This design comes from an exercise in tuning for small area on the open sky130 flow, not from production work. Only simulation tests tie the RTL to the original design; equivalence was not proved. Power is estimated from default activity; no workload was simulated.

`design.v`:
```
module pn532_engine (
    input  wire        clk,
    input  wire        rst,
    input  wire        req_valid,
    output wire        req_ready,
    input  wire [1:0]  req_op,
    input  wire [31:0] req_timeout,
    output wire        res_valid,
    output reg  [7:0]  res_status,
    output reg  [7:0]  res_sub,
    output reg  [2:0]  res_phase,
    output reg  [3:0]  res_len,
    output wire [79:0] res_data,
    output wire        xw_valid,
    output reg  [7:0]  xw_data,
    output reg         xw_last,
    input  wire        xw_ready,
    input  wire        xw_done,
    input  wire        xw_fail,
    output wire        xr_req,
    output reg  [7:0]  xr_len,
    input  wire        rd_valid,
    input  wire [7:0]  rd_data,
    input  wire        rd_fail,
    output wire        ck_req,
    input  wire        ck_valid,
    input  wire [31:0] ck_ms
);
    localparam [1:0] C_BEGIN = 2'd0, C_GFV = 2'd1, C_SAM = 2'd2, C_INLPT = 2'd3;
    localparam [3:0] S_IDLE = 4'd0, S_WR = 4'd1, S_WRW = 4'd2, S_CKQ = 4'd3,
                     S_CKW = 4'd4, S_RDQ = 4'd5, S_RDW = 4'd6, S_FIN0 = 4'd7,
                     S_FIN = 4'd8, S_ADD = 4'd9, S_LD = 4'd10, S_ACC = 4'd11;
    localparam [1:0] K_STAT = 2'd0, K_ACK = 2'd1, K_HDR = 2'd2, K_BODY = 2'd3;
    localparam [4:0] E_NONE = 5'h00, E_NT = 5'h01, E_WF = 5'h02, E_RF = 5'h03,
                     E_TMO = 5'h04, E_PROTO = 5'h05, E_OVF = 5'h06, E_CAP = 5'h07,
                     E_ACK = 5'h11, E_START = 5'h12, E_LCS = 5'h13, E_POST = 5'h14,
                     E_SHORT = 5'h15, E_TFI = 5'h16, E_DCS = 5'h17, E_SHAPE = 5'h18,
                     E_COUNT = 5'h19, E_TRUNC = 5'h1A, E_UIDZ = 5'h1B, E_PAST = 5'h1C;
    reg [3:0]  st;
    reg [1:0]  rk;        
    reg        rsp;       
    reg [1:0]  cmd;
    reg [5:0]  cnt;       
    reg [5:0]  plen;      
    reg [7:0]  sum;
    reg        bad;       
    reg [4:0]  err;
    reg [3:0]  ulen;
    reg        dc;        
    reg        bz;        
    reg [79:0] r;
    wire is_gfv = !cmd[1];
    assign req_ready = (st == S_ACC);
    assign xw_valid  = (st == S_WR);
    assign xr_req    = (st == S_RDQ);
    assign ck_req    = (st == S_CKQ);
    assign res_valid = (st == S_FIN) && (cnt == 6'd10);
    assign res_data  = r;
    always @(*) begin
        case (cnt[3:0])
            4'd2:  xw_data = 8'hFF;
            4'd3:  xw_data = is_gfv ? 8'h02 : (cmd == C_SAM) ? 8'h05 : 8'h04;
            4'd4:  xw_data = is_gfv ? 8'hFE : (cmd == C_SAM) ? 8'hFB : 8'hFC;
            4'd5:  xw_data = 8'hD4;
            4'd6:  xw_data = is_gfv ? 8'h02 : (cmd == C_SAM) ? 8'h14 : 8'h4A;
            4'd7:  xw_data = is_gfv ? 8'h2A : 8'h01;
            4'd8:  xw_data = (cmd == C_SAM) ? 8'h14 : 8'h00;
            4'd9:  xw_data = (cmd == C_SAM) ? 8'h01 : 8'hE1;
            4'd10: xw_data = (cmd == C_SAM) ? 8'h02 : 8'h00;
            default: xw_data = 8'h00;
        endcase
        xw_last = is_gfv ? (cnt[3:0] == 4'd8) :
                  (cmd == C_SAM) ? (cnt[3:0] == 4'd11) : (cnt[3:0] == 4'd10);
    end
    always @(*) begin
        case (rk)
            K_STAT: xr_len = 8'd1;
            K_ACK:  xr_len = 8'd7;
            K_HDR:  xr_len = 8'd6;
            default: xr_len = {2'b00, plen} + 8'd2;
        endcase
    end
    reg [3:0] n;    
    always @(*) begin
        res_phase = rsp ? 3'd5 : 3'd3;
        n         = 4'd1;
        if (err[4]) begin
            res_status = 8'h82;
            res_sub    = {4'h0, err[3:0]};
            case (err[3:0])
                4'h1: n = 4'd6;
                4'h2: n = 4'd3;
                4'h3: n = 4'd2;
                4'hB: n = 4'd0;
                default: n = 4'd1;
            endcase
        end else begin
            res_status = 8'h00;
            res_sub    = 8'h00;
            case (err[2:0])
                3'd0: begin res_status = 8'h00; res_phase = 3'd0;
                            n = is_gfv ? 4'd4 : (cmd == C_SAM) ? 4'd0 : ulen; end
                3'd1: begin res_status = 8'h01; res_phase = 3'd0; n = 4'd0; end
                3'd2: begin res_status = 8'h80; res_sub = 8'h01; res_phase = 3'd1; n = 4'd0; end
                3'd3: begin res_status = 8'h80; res_sub = 8'h02; n = 4'd0; end
                3'd4: res_status = 8'h81;
                3'd5: res_status = 8'h83;
                3'd6: begin res_status = 8'h84; res_sub = 8'h02; end
                default: begin res_status = 8'h84; res_sub = 8'h03; end
            endcase
        end
        res_len = n;
    end
    wire [7:0] b      = rd_data;
    wire       is_dcs = (cnt == plen);
    wire       is_post= bad;                    
    wire       b_exp  = (cnt[2:0] == 3'd3 || cnt[2:0] == 3'd5) ? (b != 8'hFF) : (b != 8'h00);
    wire       chk    = (cnt[2:0] != 3'd0) && (rk == K_ACK || cnt[2:0] <= 3'd3);
    wire       bad_n  = bad | ((rk == K_BODY) ? is_dcs : (chk & b_exp));
    wire [7:0] sum_n  = sum + b;                
    wire       noerr  = (err == E_NONE);
    wire [7:0] code1  = is_gfv ? 8'h03 : (cmd == C_SAM) ? 8'h15 : 8'h4B;
    function lt6(input [5:0] x, input [5:0] y);
        integer j;
        reg     c;
        begin
            c = 1'b0;
            for (j = 0; j < 6; j = j + 1)
                c = (~x[j] & y[j]) | ((~x[j] | y[j]) & c);
            lt6 = c;
        end
    endfunction
    wire       uid_in = (cnt[5:3] != 3'd0) && lt6(cnt, {1'b0, ulen[3], ~ulen[3], ulen[2:0]});
    wire [2:0] bh1    = b[5:3] + 3'd1;
    wire       past   = (b[7:6] != 2'd0) || (b[5:3] == 3'd7) || lt6(plen, {bh1, b[2:0]});
    wire       bvar = rsp && (cmd == C_INLPT);
    wire [7:0] bb   = bvar ? r[7:0] : (cnt[1:0] != 2'd0) ? 8'd0 : rsp ? 8'd100 : 8'd50;
    wire [8:0] dsum = {1'b0, r[39:32]} + {1'b0, bb} + {8'd0, dc};
    reg        ge;
    integer    k;
    always @(*) begin
        ge = 1'b1;    
        for (k = 0; k < 32; k = k + 1)
            ge = (ck_ms[k] & ~r[32+k]) | ((ck_ms[k] | ~r[32+k]) & ge);
    end
    wire late = (ge & !dc) | bz;
    reg push, load9;
    always @(*) begin
        push  = 1'b0;
        load9 = 1'b0;
        if ((st == S_FIN && cnt != 6'd10) || st == S_LD) push = 1'b1;
        if (st == S_RDW && rd_valid) begin
            case (rk)
                K_STAT: load9 = 1'b1;
                K_ACK:  push = 1'b1;
                K_HDR:  begin
                    if (cnt[2:0] <= 3'd3) push = 1'b1;
                    else if (cnt[2:0] == 3'd4) push = !bad;
                    else push = !bad && (sum_n != 8'h00);
                end
                default: begin
                    if (is_post) load9 = (b != 8'h00);
                    else if (is_dcs) load9 = (sum_n != 8'h00) && err != E_SHORT && err != E_TFI;
                    else if (noerr) begin
                        case (cnt)
                            6'd0: load9 = (b != 8'hD5);
                            6'd1: load9 = (b != code1);
                            6'd2: begin
                                if (is_gfv) push = 1'b1;
                                else load9 = (b > 8'h01);
                            end
                            6'd3, 6'd4, 6'd5: push = is_gfv;
                            6'd7: load9 = (b != 8'h00);
                            default: push = (cmd == C_INLPT) && uid_in;
                        endcase
                    end
                end
            endcase
        end
    end
    always @(posedge clk) begin
        if (st == S_CKW && ck_valid && rk != K_STAT)
            r[63:32] <= ck_ms;
        else if (st == S_ADD) begin
            r[63:56] <= dsum[7:0];
            r[55:32] <= r[63:40];
            if (bvar) r[31:0] <= r[39:8];
        end
        else if (push) begin
            r[79:72] <= (st == S_RDW) ? b : (st == S_LD && cnt[5:2] == 4'd0) ? req_timeout[8*cnt[1:0] +: 8] : 8'h00;
            r[71:32] <= r[79:40];
            if (rsp || st != S_RDW) r[31:0] <= r[39:8];
        end else if (load9)
            r[79:72] <= b;
    end
    always @(posedge clk) begin
        if (rst) begin
            st <= S_IDLE;
        end else begin
            case (st)
            S_IDLE: begin
                cnt <= 6'd0;
                if (req_valid) st <= S_LD;
            end
            S_LD: begin
                cnt <= cnt + 6'd1;
                if (cnt == 6'd9) st <= S_ACC;
            end
            S_ACC: begin
                cmd <= req_op;
                cnt <= 6'd0;
                rsp <= 1'b0;
                st  <= S_WR;
            end
            S_WR: begin
                if (xw_ready) begin
                    cnt <= cnt + 6'd1;
                    if (xw_last) st <= S_WRW;
                end
            end
            S_WRW: begin
                if (xw_done) begin
                    if (xw_fail) begin
                        err <= E_WF;
                        st  <= S_FIN0;
                    end else begin
                        rk <= K_ACK;           
                        st <= S_CKQ;
                    end
                end
            end
            S_CKQ: st <= S_CKW;
            S_CKW: begin
                if (ck_valid) begin
                    rk <= K_STAT;
                    if (rk != K_STAT) begin
                        cnt <= 6'd0;
                        dc  <= 1'b0;
                        bz  <= 1'b1;
                        st  <= S_ADD;
                    end else if (late) begin
                        err <= E_TMO;
                        st  <= S_FIN0;
                    end else
                        st <= S_RDQ;
                end
            end
            S_ADD: begin
                cnt <= cnt + 6'd1;
                dc  <= dsum[8];
                bz  <= bz & (bb == 8'd0);
                if (cnt[1:0] == 2'd3) st <= S_RDQ;
            end
            S_RDQ: begin
                cnt <= 6'd0;
                bad <= 1'b0;
                sum <= 8'h00;
                st  <= S_RDW;
            end
            S_RDW: begin
                if (rd_fail) begin
                    err <= E_RF;
                    st  <= S_FIN0;
                end else if (rd_valid) begin
                    cnt <= cnt + 6'd1;
                    bad <= bad_n;
                    case (rk)
                    K_STAT: begin
                        if (b == 8'h01) begin
                            rk <= rsp ? K_HDR : K_ACK;
                            st <= S_RDQ;
                        end else
                            st <= S_CKQ;
                    end
                    K_ACK: begin
                        if (cnt[2:0] == 3'd6) begin
                            if (bad_n) begin
                                err <= E_ACK;
                                st  <= S_FIN0;
                            end else begin
                                rsp <= 1'b1;    
                                st  <= S_CKQ;
                            end
                        end
                    end
                    K_HDR: begin
                        if (cnt[2:0] == 3'd4) begin
                            plen <= b[5:0];
                            sum  <= sum_n;
                        end
                        if (cnt[2:0] == 3'd5) begin
                            if (bad_n) begin
                                err <= E_START;
                                st  <= S_FIN0;
                            end else if (sum_n != 8'h00) begin
                                err <= E_LCS;
                                st  <= S_FIN0;
                            end else if (sum > 8'd62) begin
                                err <= E_OVF;
                                st  <= S_FIN0;
                            end else begin
                                err <= (sum[7:1] == 7'd0) ? E_SHORT : E_NONE;
                                rk  <= K_BODY;
                                st  <= S_RDQ;
                            end
                        end
                    end
                    default: begin
                        if (!is_post && !is_dcs) sum <= sum_n;
                        if (is_post) begin
                            if (b != 8'h00) err <= E_POST;
                            if (b == 8'h00 && noerr && cmd == C_BEGIN) begin
                                cmd <= C_SAM;
                                cnt <= 6'd0;
                                rsp <= 1'b0;
                                st  <= S_WR;
                            end else
                                st  <= S_FIN0;
                        end else if (is_dcs) begin
                            if (sum_n != 8'h00 && err != E_SHORT && err != E_TFI) err <= E_DCS;
                        end else if (noerr) begin
                            case (cnt)
                            6'd0: if (b != 8'hD5) err <= E_TFI;
                            6'd1: begin
                                if (b != code1) err <= E_PROTO;
                                else if (is_gfv && plen != 6'd6) err <= E_SHAPE;
                                else if (cmd == C_INLPT && plen < 6'd3) err <= E_TRUNC;
                            end
                            6'd2: if (cmd == C_INLPT) begin
                                if (b == 8'h00) err <= E_NT;
                                else if (b != 8'h01) err <= E_COUNT;
                                else if (plen < 6'd8) err <= E_TRUNC;
                            end
                            6'd7: if (cmd == C_INLPT) begin
                                ulen <= b[3:0];
                                if (b == 8'h00) err <= E_UIDZ;
                                else if (past) err <= E_PAST;
                                else if (b > 8'd10) err <= E_CAP;
                            end
                            default: ;
                            endcase
                        end
                    end
                    endcase
                end
            end
            S_FIN0: begin
                cnt <= {2'b00, n};
                st  <= S_FIN;
            end
            S_FIN: begin
                if (cnt == 6'd10) st <= S_IDLE;
                else cnt <= cnt + 6'd1;
            end
            default: st <= S_IDLE;
            endcase
        end
    end
endmodule
```
`config.mk`:
```
export PLATFORM = sky130hd
export DESIGN_NAME = pn532_engine
export DESIGN_NICKNAME = pn532_engine
export VERILOG_FILES = /design/flow/design.v
export SDC_FILE = /design/flow/constraint.sdc
export NUM_CORES = 4
export LEC_CHECK = 0
export ABC_AREA = 1
export CAP_MARGIN = 20
export CORE_MARGIN = 2
export CORE_UTILIZATION = 70
export SLEW_MARGIN = 20
```
`constraint.sdc`:
```
create_clock -name core_clock -period 10.0 [get_ports {clk}]
set_input_delay 2.0000 -clock core_clock [delete_from_list [all_inputs] [get_ports {clk}]]
set_output_delay 2.0000 -clock core_clock [all_outputs]
set_load 0.01 [all_outputs]
```
`flow/run.sh`:
```
#!/bin/bash
# Layout flow: the standard ORFS flow (standard.sh) with three changes:
#  - synthesis maps logic with an area-oriented ABC script (flow/abc_area.script:
#    deepsyn, then area mapping);
#    the rest of the synthesis (registers, flattening, renaming) is ORFS's own;
#  - port buffers are sky130_fd_sc_hd__buf_1 instead of the flow's default pick;
#  - CTS uses no dummy loads and clkbuf_4 buffers, derated to half their max cap.
# Every tool's output goes to a log file in this folder.
set -euo pipefail
here=$(pwd)
rm -rf "$here/scripts_area"
cp -r "$FLOW_HOME/scripts" "$here/scripts_area"
cp "$here/flow/abc_area.script" "$here/scripts_area/abc_area.script"
export SCRIPTS_DIR="$here/scripts_area"
export BUFFER_PORTS_ARGS="-buffer_cell sky130_fd_sc_hd__buf_1"
export CTS_ARGS="-sink_clustering_enable -repair_clock_nets -dont_use_dummy_load -buf_list sky130_fd_sc_hd__clkbuf_4 -sink_buffer_max_cap_derate 0.5"
bash standard.sh > "$here/standard_flow.log" 2>&1
```
`standard.sh`:
```
#!/bin/bash
# synth_recipe.tcl (not shown) runs the flow's synth.tcl, then flattens the netlist and writes it again
# the make line also repeats each setting of config.mk as NAME=value (left out here)
make -C /OpenROAD-flow-scripts/flow DESIGN_CONFIG=/design/flow/config.mk WORK_HOME=/design/flow/orfs CLKGATE_MAP_FILE= SYNTH_SCRIPT=/design/flow/synth_recipe.tcl "${@:-finish}"
```
`flow/abc_area.script`:
```
strash
&get -n
&deepsyn -T 30
&put
dch -f
amap
topo
stime -c
```
==> results of run 1 <==
-- critical path, delay by kind of cell --
kind	cells	cell delay [ps]
buf+inv	2	200
simple gates	15	2370
compound gates	23	2990
-- path summary, 6_finish.rpt --
kind	to	slack, ps	cells after the start	start
hold / removal	r[9]	450	0	r[17]
setup / recovery	err[2]	2570	40	ck_ms[1]
setup reg to reg	err[2]	3610	38	r[33]
hold reg to reg	r[9]	450	0	r[17]
-- routing by layer --
layer,vias up,part of all wire,track usage
li1,3544,-,-
met1,3716,0.33,0.527
met2,767,0.48,0.721
met3,209,0.12,0.137
met4,0,0.073,0.306
met5,-,0,0
-- metrics by stage --
stage          setup slack, ps  power, W  cells  utilization  hold slack (ps)
2_1_floorplan             3550   0.00140    859            -              499
3_3_place_gp              3000   0.00169   1189        0.815              427
3_5_place_dp              2460   0.00174   1189        0.815              437
4_1_cts                   2900   0.00196   1206        0.827              456
5_1_grt                   2350   0.00211   1206        0.827              470
6_report                  2570   0.00202   1206        0.827              455
-- final cells by class --
type,instances,share of cell area
Timing Repair Buffer,204,0.0915
Sequential cell,121,0.417
Inverter,135,0.0588
Tap cell,136,0.0198
Clock buffer,17,0.0148
Multi-Input combinational cell,593,0.398
-- state kept, by name, indices dropped and copies added (netlist names) --
name / count
st: 4
r: 80
sum: 8
bz: 1
rk: 2
cnt: 6
ulen: 4
rsp: 1
bad: 1
err: 5
plen: 6
dc: 1
cmd: 2
-- cells by family after synthesis --
group           synth area share
compound gates             0.214
fa+ha+maj                 0.0509
buf+inv                   0.0769
flops                      0.475
other cells             0.000496
simple gates               0.183
-- synthesized netlist by cell type (5+ instances only) --
master	n	area [um^2]
a2111oi_0	6	52.6
a211oi_1	13	97.6
a21oi_1	29	145
a221o_1	5	50.1
a222oi_1	6	60.1
a22o_1	7	61.3
a22oi_1	10	75.1
a31oi_1	10	62.6
and3_1	10	62.6
buf_4	10	75.1
clkinv_1	135	507
edfxtp_1	117	3510
ha_1	26	325
nand2_1	70	263
nand3_1	11	55.1
nor2_1	157	589
nor3_1	35	175
nor4_1	9	56.3
o211ai_1	8	60.1
o21a_1	7	52.6
o21ai_0	59	295
o221ai_1	8	70.1
o22ai_1	27	169
o32ai_1	9	78.8
or2_0	11	68.8
-- power breakdown --
part           switching, W  total (W)  internal [W]
Sequential         0.000140   0.000878      0.000738
Combinational      0.000620   0.000907      0.000287
Clock              0.000153   0.000230     0.0000772
Total              0.000913    0.00202       0.00110
==> results.tsv, run 1 <==
metric	value	unit
outcome	timing/DRC/antenna clean	
grt_overflow_total	0	
grt_max_degree	44	
routedWlPerCell	21.7	um
synth_async_sr_flop_share	0	
netlist_area	7560	um^2
coreArea	10400	um^2
vias	8236	
drive_above_1_share	0.0234	
initial_utilization	0.726	
dieArea	11700	um^2
grt_pass1_vias	7625	
drt-pass1-iter-count	7	
hold_class	reg2reg	
tightest_slew	1300	ps
tns	0	ps
avgSynthCellArea	8.89	um^2
grt_pass1_wl	39400	um
finalClockSkew	37.5	ps
numPortBuffers	198	
finalWirelength	26200	um
place_congestion	1.03	
ir_drop	143	uV
cts_hold_buf	0	
p_leak	2.87	nW
mostFrequentLayoutCells	buf_1, nor2_1, clkinv_1	
cp-end-kind	flip-flop	
rsz0062_at_grt	false	
die_width	108	um
nNetsFinal	1184	
cts_resized	0	
synth_edf_count	117	
yosys_warnings	1	
max_stage_delay	690	ps
dp.final_hpwl	20000	um
ant_nets	0	
syn_to_final_growth	13.9	%
critical_path.slowest_cell	nor4_1	
cellPowerDensity	234	nW/um^2
antenna_found_initial	0	
cts_max_path_buffers	2	
num-fill-cells	658	
clkSinkCount	121	
cts_buffers	17	
clkLatencyLatePin	560	ps
ys.flop_type	edfxtp_1	
htreeDepth	4	
cts_tree	done	
max_freq	135	MHz
final_area	8610	um^2
seq_area_frac_synth	0.475	
ios	208	
regArea	3590	um^2
die_y	108	um
ys_seq_elements	121	
gr-usage-all-layers	0.452	
path_class	in2reg	
place_area	8490	um^2
layout_commonest_cell	buf_1	
synth_cell_types	54	
multi_input_area	3430	um^2
finalSetupViolCount	0	
dr.first_iter.drc_count	1477	
final_max_slew_viol_count	0	
path_clk_slew	80	ps
post-cts-setup-buffers	0	
antennaDiodeCount	0	
hold_viol	0	
synth_cells	851	
period_needed	7430	ps
drc	0	
vias_per_cell	6.83	
critPathLaunchType	input pin	
max-slew-margin-rel	0.130	
min_period_over_period	0.743	
root_buffer	clkbuf_4	
path_common_cell	nor2_1	
required	10150	ps
rows	37	
critPathMaxFanout	5	
maxCapViolations	0	
worstPathArrival	7590	ps
==> run 2, diff against run 1 <==
==> flow/run.sh (replaced) <==
#!/bin/bash
# Layout flow: the standard ORFS flow (standard.sh) with three changes:
#  - synthesis maps logic with an area-oriented ABC script (flow/abc_area.script:
#    deepsyn, then area mapping);
#    the rest of the synthesis (registers, flattening, renaming) is ORFS's own;
#  - port buffers are sky130_fd_sc_hd__buf_1 instead of the flow's default pick;
#  - CTS uses no dummy loads and clkbuf_8 buffers.
# Every tool's output goes to a log file in this folder.
set -euo pipefail
here=$(pwd)
rm -rf "$here/scripts_area"
cp -r "$FLOW_HOME/scripts" "$here/scripts_area"
cp "$here/flow/abc_area.script" "$here/scripts_area/abc_area.script"
export SCRIPTS_DIR="$here/scripts_area"
export BUFFER_PORTS_ARGS="-buffer_cell sky130_fd_sc_hd__buf_1"
export CTS_ARGS="-sink_clustering_enable -repair_clock_nets -dont_use_dummy_load -buf_list sky130_fd_sc_hd__clkbuf_8"
bash standard.sh > "$here/standard_flow.log" 2>&1
==> run 2 against run 1 <==
Compared with the run above:
- synthesized area stayed put
- setup slack worse by 690 ps
- first-iteration DRC count is 5.6% higher
- largest power group unchanged
- highest routed layer is now met5
==> results.tsv, run 2 <==
metric	value	unit
outcome	timing/DRC/antenna clean	
rows	37	
seq_area_frac_synth	0.475	
hold_class	reg2reg	
ys_seq_elements	121	
yosysTopAreaCell	edfxtp_1	
ios	208	
syn_to_final_growth	15.3	%
cts_max_path_buffers	2	
antenna_found_initial	1	
netlist_area	7560	um^2
cts_tree	done	
clkLatencyLatePin	470	ps
maxCapViolations	0	
vias	8408	
clkSinkCount	121	
gr-usage-all-layers	0.491	
critPathLaunchType	input pin	
drc	0	
tns	0	ps
die_y	108	um
place_inst	1189	
required	10080	ps
period_needed	8120	ps
reg2reg_depth	38	
synth_edf_count	117	
synth_xor_xnor_area_share	0	
dieArea	11700	um^2
die_width	108	um
synth_top_family_by_area	compound AO/OA/AOI/OAI gates	
htreeDepth	4	
grt_max_degree	44	
post-cts-setup-buffers	0	
min_period_over_period	0.812	
cts_buffers	17	
vias_per_cell	6.97	
crit_buf_inv	2	
synth_area_leaders	edfxtp_1, nor2_1, clkinv_1	
path_depth	40	
dr.first_iter.drc_count	1559	
cts_hold_buf	0	
grt_pass1_wl	42100	um
finalWirelength	27800	um
yosys-top-cells-count	nor2_1, clkinv_1, edfxtp_1	
mostFrequentLayoutCells	buf_1, nor2_1, clkinv_1	
root_buffer	clkbuf_8	
finalSetupViolCount	0	
path_class	in2reg	
cp-end-kind	flip-flop	
num-fill-cells	626	
synth_cell_types	54	
place_area	8490	um^2
synth_async_sr_flop_share	0	
nNetsFinal	1184	
synth_mux_area_frac	0	
place_congestion	1.03	
ant_nets	0	
max_stage_delay	680	ps
drive_above_1_share	0.0234	
path_clk_slew	70	ps
critPathMaxFanout	5	
synth_most_common_cell	nor2_1	
ir_drop	147	uV
max-slew-margin-rel	0.191	
tightest_slew	1200	ps
grt_overflow_total	0	
synth-compound-area-share	0.214	
rsz0062_at_grt	false	
dp.final_hpwl	20000	um
finalClockSkew	27.0	ps
synth_fa_ha_area_frac	0.0509	
initial_utilization	0.726	
avgSynthCellArea	8.89	um^2
yosys_warnings	1	
cts_resized	0	
worstPathArrival	8200	ps
largest_reg_flops	80	
drt-pass1-iter-count	11	
synth_cells	851	
coreArea	10400	um^2
synth.top_cell.area_share	0.464	
reg_top3	r x80, sum x8	
largest-register	r	
fin_cells	1206	
layout_commonest_cell	buf_1	
cellPowerDensity	245	nW/um^2
multi_input_area	3430	um^2
path_delay_family	compound AO/OA/AOI/OAI gates	
critical_path.slowest_cell	nor4_1	
ys.flop_type	edfxtp_1	
synth_simple_gate_area_share	0.183	
regArea	3590	um^2
final_max_slew_viol_count	0	
final_area	8720	um^2
grt_pass1_vias	7881	
routedWlPerCell	23.1	um
antennaDiodeCount	0	
path_common_cell	nor2_1	
hold_viol	0	
p_leak	2.91	nW
numPortBuffers	198	
max_freq	123	MHz
hold_path_depth	0	
-- run 2: layer usage --
layer	part of all wire	vias up	routed length [um]	GRT usage
met1	0.30	3736	8460	0.543
met2	0.47	871	13000	0.776
met3	0.14	255	3870	0.184
met5	0.00036	-	10	0
met4	0.089	2	2470	0.358
li1	-	3544	-	-
-- run 2: logic make-up after synthesis --
family,count (synthesis)
buffers and inverters,145
other,1
AO/OA/AOI/OAI,236
flip-flops,121
AND/OR/NAND/NOR,319
adder cells (fa/ha/maj),29
-- run 2: per-stage QoR --
step	power (W)	util	hold slack [ps]	setup WS, ps
6_report	0.00214	0.837	461	1880
5_1_grt	0.00223	0.837	463	1610
4_1_cts	0.00207	0.837	456	2510
3_5_place_dp	0.00174	0.815	437	2460
3_3_place_gp	0.00169	0.815	427	3000
2_1_floorplan	0.00140	-	499	3550
-- run 2: area by class of cell --
cell class | count | area share
Sequential cell | 121 | 0.412
Multi-Input combinational cell | 593 | 0.393
Timing Repair Buffer | 204 | 0.0904
Inverter | 135 | 0.0581
Clock buffer | 17 | 0.0268
Tap cell | 136 | 0.0195
-- run 2: worst paths after layout --
kind,startpoint,endpoint,slack (ps)
worst max register to register,r[33],err[2],3070
worst min-delay path,r[72],r[64],460
worst min register to register,r[72],r[64],460
worst max-delay path,ck_ms[1],err[2],1880
-- run 2: worst reg2reg max path: cells and delay by family (launching register included) --
family / cells / cell delay (ps)
compound gates: 23 / 3220
simple gates: 15 / 2760
flops: 1 / 540
-- run 2: report_power, final --
group / switching, W / internal [W] / total (W)
clock: 0.000178 / 0.000149 / 0.000327
sequential: 0.000147 / 0.000740 / 0.000886
combinational: 0.000637 / 0.000288 / 0.000924
total: 0.000961 / 0.00118 / 0.00214
==> run 3, diff against run 2 <==
--- a/design.v
+++ b/design.v
@@ -46,8 +46,6 @@
     reg        bad;       
     reg [4:0]  err;
     reg [3:0]  ulen;
-    reg        dc;        
-    reg        bz;        
     reg [79:0] r;
     wire is_gfv = !cmd[1];
     assign req_ready = (st == S_ACC);
@@ -135,7 +133,7 @@
     wire       past   = (b[7:6] != 2'd0) || (b[5:3] == 3'd7) || lt6(plen, {bh1, b[2:0]});
     wire       bvar = rsp && (cmd == C_INLPT);
     wire [7:0] bb   = bvar ? r[7:0] : (cnt[1:0] != 2'd0) ? 8'd0 : rsp ? 8'd100 : 8'd50;
-    wire [8:0] dsum = {1'b0, r[39:32]} + {1'b0, bb} + {8'd0, dc};
+    wire [8:0] dsum = {1'b0, r[39:32]} + {1'b0, bb} + {8'd0, sum[0]};
     reg        ge;
     integer    k;
     always @(*) begin
@@ -143,7 +141,7 @@
         for (k = 0; k < 32; k = k + 1)
             ge = (ck_ms[k] & ~r[32+k]) | ((ck_ms[k] | ~r[32+k]) & ge);
     end
-    wire late = (ge & !dc) | bz;
+    wire late = (ge & !sum[0]) | bad;
     reg push, load9;
     always @(*) begin
         push  = 1'b0;
@@ -235,8 +233,8 @@
                     rk <= K_STAT;
                     if (rk != K_STAT) begin
                         cnt <= 6'd0;
-                        dc  <= 1'b0;
-                        bz  <= 1'b1;
+                        sum <= 8'h00;
+                        bad <= 1'b1;
                         st  <= S_ADD;
                     end else if (late) begin
                         err <= E_TMO;
@@ -247,14 +245,16 @@
             end
             S_ADD: begin
                 cnt <= cnt + 6'd1;
-                dc  <= dsum[8];
-                bz  <= bz & (bb == 8'd0);
+                sum <= {7'd0, dsum[8]};
+                bad <= bad & (bb == 8'd0);
                 if (cnt[1:0] == 2'd3) st <= S_RDQ;
             end
             S_RDQ: begin
                 cnt <= 6'd0;
-                bad <= 1'b0;
-                sum <= 8'h00;
+                if (rk != K_STAT) begin
+                    bad <= 1'b0;
+                    sum <= 8'h00;
+                end
                 st  <= S_RDW;
             end
             S_RDW: begin
==> flow/run.sh (replaced) <==
#!/bin/bash
# Layout flow: the standard ORFS flow (standard.sh) with three changes:
#  - synthesis maps logic with an area-oriented ABC script (flow/abc_area.script:
#    deepsyn, then area mapping);
#    the rest of the synthesis (registers, flattening, renaming) is ORFS's own;
#  - port buffers are sky130_fd_sc_hd__buf_1 instead of the flow's default pick;
#  - CTS uses no dummy loads and clkbuf_4 buffers, derated to half their max cap.
# Every tool's output goes to a log file in this folder.
set -euo pipefail
here=$(pwd)
rm -rf "$here/scripts_area"
cp -r "$FLOW_HOME/scripts" "$here/scripts_area"
cp "$here/flow/abc_area.script" "$here/scripts_area/abc_area.script"
export SCRIPTS_DIR="$here/scripts_area"
export BUFFER_PORTS_ARGS="-buffer_cell sky130_fd_sc_hd__buf_1"
export CTS_ARGS="-sink_clustering_enable -repair_clock_nets -dont_use_dummy_load -buf_list sky130_fd_sc_hd__clkbuf_4 -sink_buffer_max_cap_derate 0.5"
bash standard.sh > "$here/standard_flow.log" 2>&1
==> run 3 against run 2 <==
Compared with the run above:
- synthesized area is 0.35% lower
- count of clock-buffer cells in the layout unchanged
- largest power group unchanged
- setup slack better by 140 ps
- still clean
- total power is 13% higher
- first-iteration DRC count shrank 19%
- flip-flop and latch count shrank 2
- via count shrank 4.9%
==> results.tsv, run 3 <==
metric	value	unit
tightest_slew	994	ps
post-cts-setup-buffers	0	
place_ws	1890	ps
place_area	8470	um^2
grt_pass1_wl	37100	um
min_period_over_period	0.798	
cts_hold_buf	0	
numPortBuffers	198	
maxCapViolations	0	
rsz0062_at_grt	false	
ir_drop	202	uV
synth_area_leaders	edfxtp_1, nor2_1, clkinv_1	
synth_edf_count	115	
dr.first_iter.drc_count	1259	
grt_overflow_total	0	
vias_per_cell	6.65	
max_freq	125	MHz
dieArea	11600	um^2
ys.flop_type	edfxtp_1	
vias	7997	
synth_cells	846	
synth_most_common_cell	nor2_1	
critical_path.slowest_cell	a21boi_0	
routedWlPerCell	20.2	um
root_buffer	clkbuf_4	
cp-end-kind	flip-flop	
grt_max_degree	35	
syn_to_final_growth	14.1	%
largest-register	r	
final_area	8600	um^2
htreeDepth	4	
finalWirelength	24300	um
drc	0	
drt-pass1-iter-count	6	
place_congestion	1.01	
die_y	108	um
critPathMaxFanout	5	
largest_reg_flops	80	
clkLatencyLatePin	540	ps
coreArea	10400	um^2
nNetsFinal	1180	
die_width	108	um
path_class	in2reg	
dp.final_hpwl	18900	um
antenna_found_initial	0	
fin_hold_ws	459	ps
finalClockSkew	33.3	ps
finalWorstSetupSlack	2020	ps
netlist_area	7540	um^2
hold_viol	0	
ios	208	
mostFrequentLayoutCells	buf_1, nor2_1, clkinv_1	
hold_class	reg2reg	
synth_cell_types	54	
path_common_cell	o21ai_0	
initial_utilization	0.727	
cts_max_path_buffers	2	
final_max_slew_viol_count	0	
synth.top_cell.area_share	0.458	
cellPowerDensity	280	nW/um^2
post-route-util	0.830	
rows	37	
worstPathArrival	8120	ps
critPathLaunchType	input pin	
ys_seq_elements	119	
antennaDiodeCount	0	
cts_resized	0	
yosys_warnings	1	
gr-usage-all-layers	0.421	
path_clk_slew	100	ps
clkSinkCount	119	
period_needed	7980	ps
yosysTopAreaCell	edfxtp_1	
yosys-top-cells-count	nor2_1, clkinv_1, edfxtp_1	
num-fill-cells	673	
p_leak	2.94	nW
ant_nets	0	
tns	0	ps
avgSynthCellArea	8.91	um^2
drive_above_1_share	0.0253	
max_stage_delay	670	ps
cts_buffers	17	
layout_commonest_cell	buf_1	
max-slew-margin-rel	0.331	
outcome	timing/DRC/antenna clean	
synth_async_sr_flop_share	0	
seq_area_frac_synth	0.469	
finalSetupViolCount	0	
cts_tree	done	
required	10140	ps
reg_top3	r x80, sum x8	
grt_pass1_vias	7402	
-- run 3: path summary, 6_finish.rpt --
kind / startpoint / to / slack, ps / cells past startpoint
min: r[10] / r[2] / 460 / 0
max: ck_ms[2] / err[3] / 2020 / 49
min reg2reg: r[10] / r[2] / 460 / 0
max reg2reg: r[33] / err[3] / 3060 / 47
-- run 3: layer usage --
| layer | GRT usage | routed length, um | vias up | part of all wire |
|---|---|---|---|---|
| li1 | - | - | 3562 | - |
| met1 | 0.506 | 8420 | 3580 | 0.35 |
| met2 | 0.709 | 11600 | 716 | 0.48 |
| met3 | 0.106 | 2980 | 139 | 0.12 |
| met4 | 0.201 | 1300 | 0 | 0.053 |
| met5 | 0 | 0 | - | 0 |
-- run 3: cells by family (layout without fill, tap and decap cells) --
logic type	after synthesis	in the layout	share of synthesized area
buf+inv	140	352	0.0747
simple gates	296	296	0.176
flops	119	119	0.469
fa+ha+maj	29	29	0.0511
compound gates	261	261	0.229
other cells	1	9	0.000497
-- run 3: cell type report --
type	count	area, um^2	share of cell area
Inverter	130	488	0.0567
Timing Repair Buffer	205	796	0.0925
Tap cell	136	170	0.0198
Multi-Input combinational cell	595	3490	0.405
Clock buffer	17	128	0.0148
Sequential cell	119	3530	0.411
-- run 3: power by group --
part,internal [W],switching (W),total (W)
Sequential,0.000827,0.000175,0.00100
Combinational,0.000385,0.000793,0.00118
Clock,0.0000774,0.000153,0.000230
-- run 3: critical path, delay by kind of cell --
kind	cells	cell delay (ps)
buffers and inverters	2	170
AND/OR/NAND/NOR	13	1450
AO/OA/AOI/OAI	34	4470
-- run 3: stage by stage --
step	std cells	total power, W
floorplan	854	0.00170
global placement	1185	0.00208
detailed placement	1185	0.00214
CTS	1202	0.00236
global route	1202	0.00254
finish	1202	0.00241
==> run 4, diff against run 3 <==
--- a/flow/run.sh
+++ b/flow/run.sh
@@ -1,7 +1,7 @@
 #!/bin/bash
 # Layout flow: the standard ORFS flow (standard.sh) with three changes:
 #  - synthesis maps logic with an area-oriented ABC script (flow/abc_area.script:
-#    deepsyn, then area mapping);
+#    deepsyn, then two rounds of choice-based mapping with area recovery);
 #    the rest of the synthesis (registers, flattening, renaming) is ORFS's own;
 #  - port buffers are sky130_fd_sc_hd__buf_1 instead of the flow's default pick;
 #  - CTS uses no dummy loads and clkbuf_4 buffers, derated to half their max cap.
==> flow/abc_area.script (replaced) <==
strash
&get -n
&deepsyn -T 60
&dch -f
&nf -R 1000
&put
strash
&get -n
&dch -f
&nf -R 1000
&put
topo
stime -c
==> run 4 against run 3 <==
Compared with the run above:
- worst hold slack got worse by 0.76 ps
- wire length increased by 2.4%
- register-to-register slack improved by 1800 ps
- final area decreased by 2.0%
- still clean on timing, DRC and antenna
- largest power group is now registers
- synthesized area decreased by 1.8%
- critical path type unchanged
- cell count decreased by 4.1%
- combinational power decreased by 25%
- die area decreased by 1.7%
- clock skew increased by 12 ps
- count of clock-buffer cells in the layout unchanged
- global-route usage increased by 1.5 points
==> results.tsv, run 4 <==
metric	value	unit
cts_buffers	17	
finalClockSkew	45.4	ps
path_clk_slew	80	ps
tns	0	ps
nNetsFinal	1130	
vias_per_cell	7.04	
cts_resized	0	
layout_commonest_cell	buf_1	
outcome	timing/DRC/antenna clean	
yosys_warnings	1	
htreeDepth	4	
max_freq	163	MHz
antenna_found_initial	0	
dr.first_iter.drc_count	1491	
routedWlPerCell	21.6	um
post-cts-setup-buffers	0	
synth_area_leaders	edfxtp_1, nand2_1, ha_1	
max_stage_delay	690	ps
ys.flop_type	edfxtp_1	
cts_tree	done	
numPortBuffers	198	
synth.top_cell.area_share	0.466	
dieArea	11400	um^2
finalSetupViolCount	0	
num-fill-cells	631	
avgSynthCellArea	9.24	um^2
syn_to_final_growth	13.8	%
grt_pass1_vias	7427	
p_leak	2.88	nW
clkLatencyLatePin	560	ps
grt_max_degree	35	
crit_buf_inv	2	
max-slew-margin-rel	0.219	
drc	0	
root_buffer	clkbuf_4	
period_needed	6140	ps
final_max_slew_viol_count	0	
coreArea	10300	um^2
required	10140	ps
critPathMaxFanout	5	
ant_nets	0	
ir_drop	164	uV
vias	8116	
die_width	107	um
seq_area_frac_synth	0.477	
dp.final_hpwl	18900	um
initial_utilization	0.720	
rsz0062_at_grt	false	
min_period_over_period	0.614	
grt_pass1_wl	37800	um
fin_hold_ws	459	ps
reg_top3	r x80, sum x8	
largest_reg_flops	80	
largest-register	r	
drt-pass1-iter-count	10	
worstPathArrival	6280	ps
hold_viol	0	
ios	208	
ys_seq_elements	119	
cts_hold_buf	0	
synth_async_sr_flop_share	0	
cp-end-kind	flip-flop	
r2r_setup_slack	4870	ps
synth_most_common_cell	nand2_1	
synth_cells	801	
path_delay_family	compound AO/OA/AOI/OAI gates	
hold_class	reg2reg	
netlist_area	7400	um^2
drive_above_1_share	0.0217	
gr-usage-all-layers	0.436	
path_class	in2reg	
critPathLaunchType	input pin	
finalWirelength	24900	um
cts_max_path_buffers	2	
tightest_slew	1160	ps
grt_overflow_total	0	
yosysTopAreaCell	edfxtp_1	
cellPowerDensity	244	nW/um^2
path_common_cell	a21oi_1	
mostFrequentLayoutCells	buf_1, nand2_1, edfxtp_1	
maxCapViolations	0	
clkSinkCount	119	
die_y	107	um
place_congestion	1.04	
rows	37	
synth_edf_count	115	
yosys-top-cells-count	nand2_1, edfxtp_1, nor2_1	
critical_path.slowest_cell	a211oi_1	
synth_cell_types	53	
-- run 4: cell types whose count changed after synthesis, moves of 7 or more --
cell       previous run  this run
nand2b_1              3        12
a2111oi_0            12         0
and3_1               24         5
or2_0                13         2
o22ai_1              28        20
a22oi_1               4        22
nor2_1              140        76
nor2b_1               5        12
and2_0                0        10
clkinv_1            130        60
nand2_1              58       126
nand3_1              11        22
xor2_1                0        10
nor3_1               20        33
-- run 4: layout make-up --
class	count	area, um^2	share of cell area
Inverter	60	225	0.0267
Antenna cell	1	2.50	0.000297
Sequential cell	119	3530	0.419
Clock buffer	17	128	0.0151
Timing Repair Buffer	200	758	0.0900
Tap cell	136	170	0.0202
Multi-Input combinational cell	620	3610	0.428
-- run 4: final timing paths --
path	start	end	depth (start not counted)
setup / recovery	ck_ms[2]	err[3]	26
hold / removal	r[18]	r[10]	0
setup reg to reg	r[33]	err[3]	26
hold reg to reg	r[18]	r[10]	0
-- run 4: power breakdown --
group | internal (W) | switching, W
Sequential | 0.000762 | 0.000190
Combinational | 0.000295 | 0.000584
Clock | 0.0000771 | 0.000150
-- run 4: cells by family (layout without fill, tap and decap cells) --
kind of cell | count (synthesis) | in the layout | synth area share
other | 1 | 10 | 0.000506
AO/OA/AOI/OAI | 241 | 241 | 0.212
flip-flops | 119 | 119 | 0.477
AND/OR/NAND/NOR | 326 | 326 | 0.200
buffers and inverters | 70 | 277 | 0.0406
adder cells (fa/ha/maj) | 30 | 30 | 0.0534
XOR/XNOR | 14 | 14 | 0.0166
-- run 4: worst reg2reg max path, stage by stage, from the launching register on --
cell and delay (ps):
edfxtp_1 520, clkinv_1 100, a21oi_1 70, a222oi_1 280, o21ai_0 150, a22oi_1 170, o21ai_0 110, o21ai_0 90
a21oi_1 90, a221o_1 270, o221ai_1 70, a222oi_1 120, a2bb2oi_1 160, a21oi_1 160, a221oi_1 70, o2bb2ai_1 160
a21oi_1 80, a21oi_1 120, a21oi_1 60, o22a_1 180, a222oi_1 300, o21ai_0 130, o221ai_1 80, a21oi_1 110
o221ai_1 210, a21oi_1 160, a211oi_1 690
-- run 4: per-stage QoR --
step           setup WS [ps]  power [W]  utilization  instances  area [um^2]
6_report                3860    0.00206        0.820       1153         8430
4_1_cts                 3970    0.00201        0.819       1152         8420
3_3_place_gp            3680    0.00173        0.807       1135         8290
5_1_grt                 3450    0.00215        0.820       1152         8430
3_5_place_dp            3480    0.00179        0.807       1135         8290
2_1_floorplan           3770    0.00145            -        809         7430
-- run 4: metal layers --
layer	up-vias	share of wire	track usage
met1	3611	0.34	0.564
li1	3435	-	-
met4	0	0.047	0.212
met3	170	0.16	0.131
met2	900	0.46	0.676
met5	-	0	0

static timing again, ports no longer ideal:
The flow's constraints put no driver on any port. The routed layouts listed below were extracted and timed again, unchanged, in two steps. Step 1 sets driving cells, clkbuf_16 on the clock port and buf_2 on the other inputs (assumed; they add their load-dependent delay and slew). Step 2, shift: input delay + t, output delay - t, t = (earliest + latest rising clock arrival at the registers) / 2. This alone moves slack from input paths to output paths. Slacks: no drivers / after step 1 / after step 2; pairs: no drivers / after step 1.
run | t (ns) | setup slack, ns | slew at the worst register clock pin (ns) | worst data-port slew with drivers (ns) | cell pins on the clock port's net
run 1 | 0.573 | 2.566 / 2.576 / 2.003 | 0.11 / 0.11 | 0.05 | 1
run 2 | 0.498 | 1.879 / 1.893 / 1.395 | 0.08 / 0.08 | 0.06 | 1
run 3 | 0.555 | 2.023 / 2.025 / 1.470 | 0.11 / 0.11 | 0.05 | 1
run 4 | 0.573 | 3.860 / 3.876 / 3.304 | 0.11 / 0.11 | 0.05 | 1
After both steps every run listed still meets setup and hold. For run 1, which loses most, drivers alone change the setup slack by +0.010 ns; drivers and shift together by -0.563 ns.
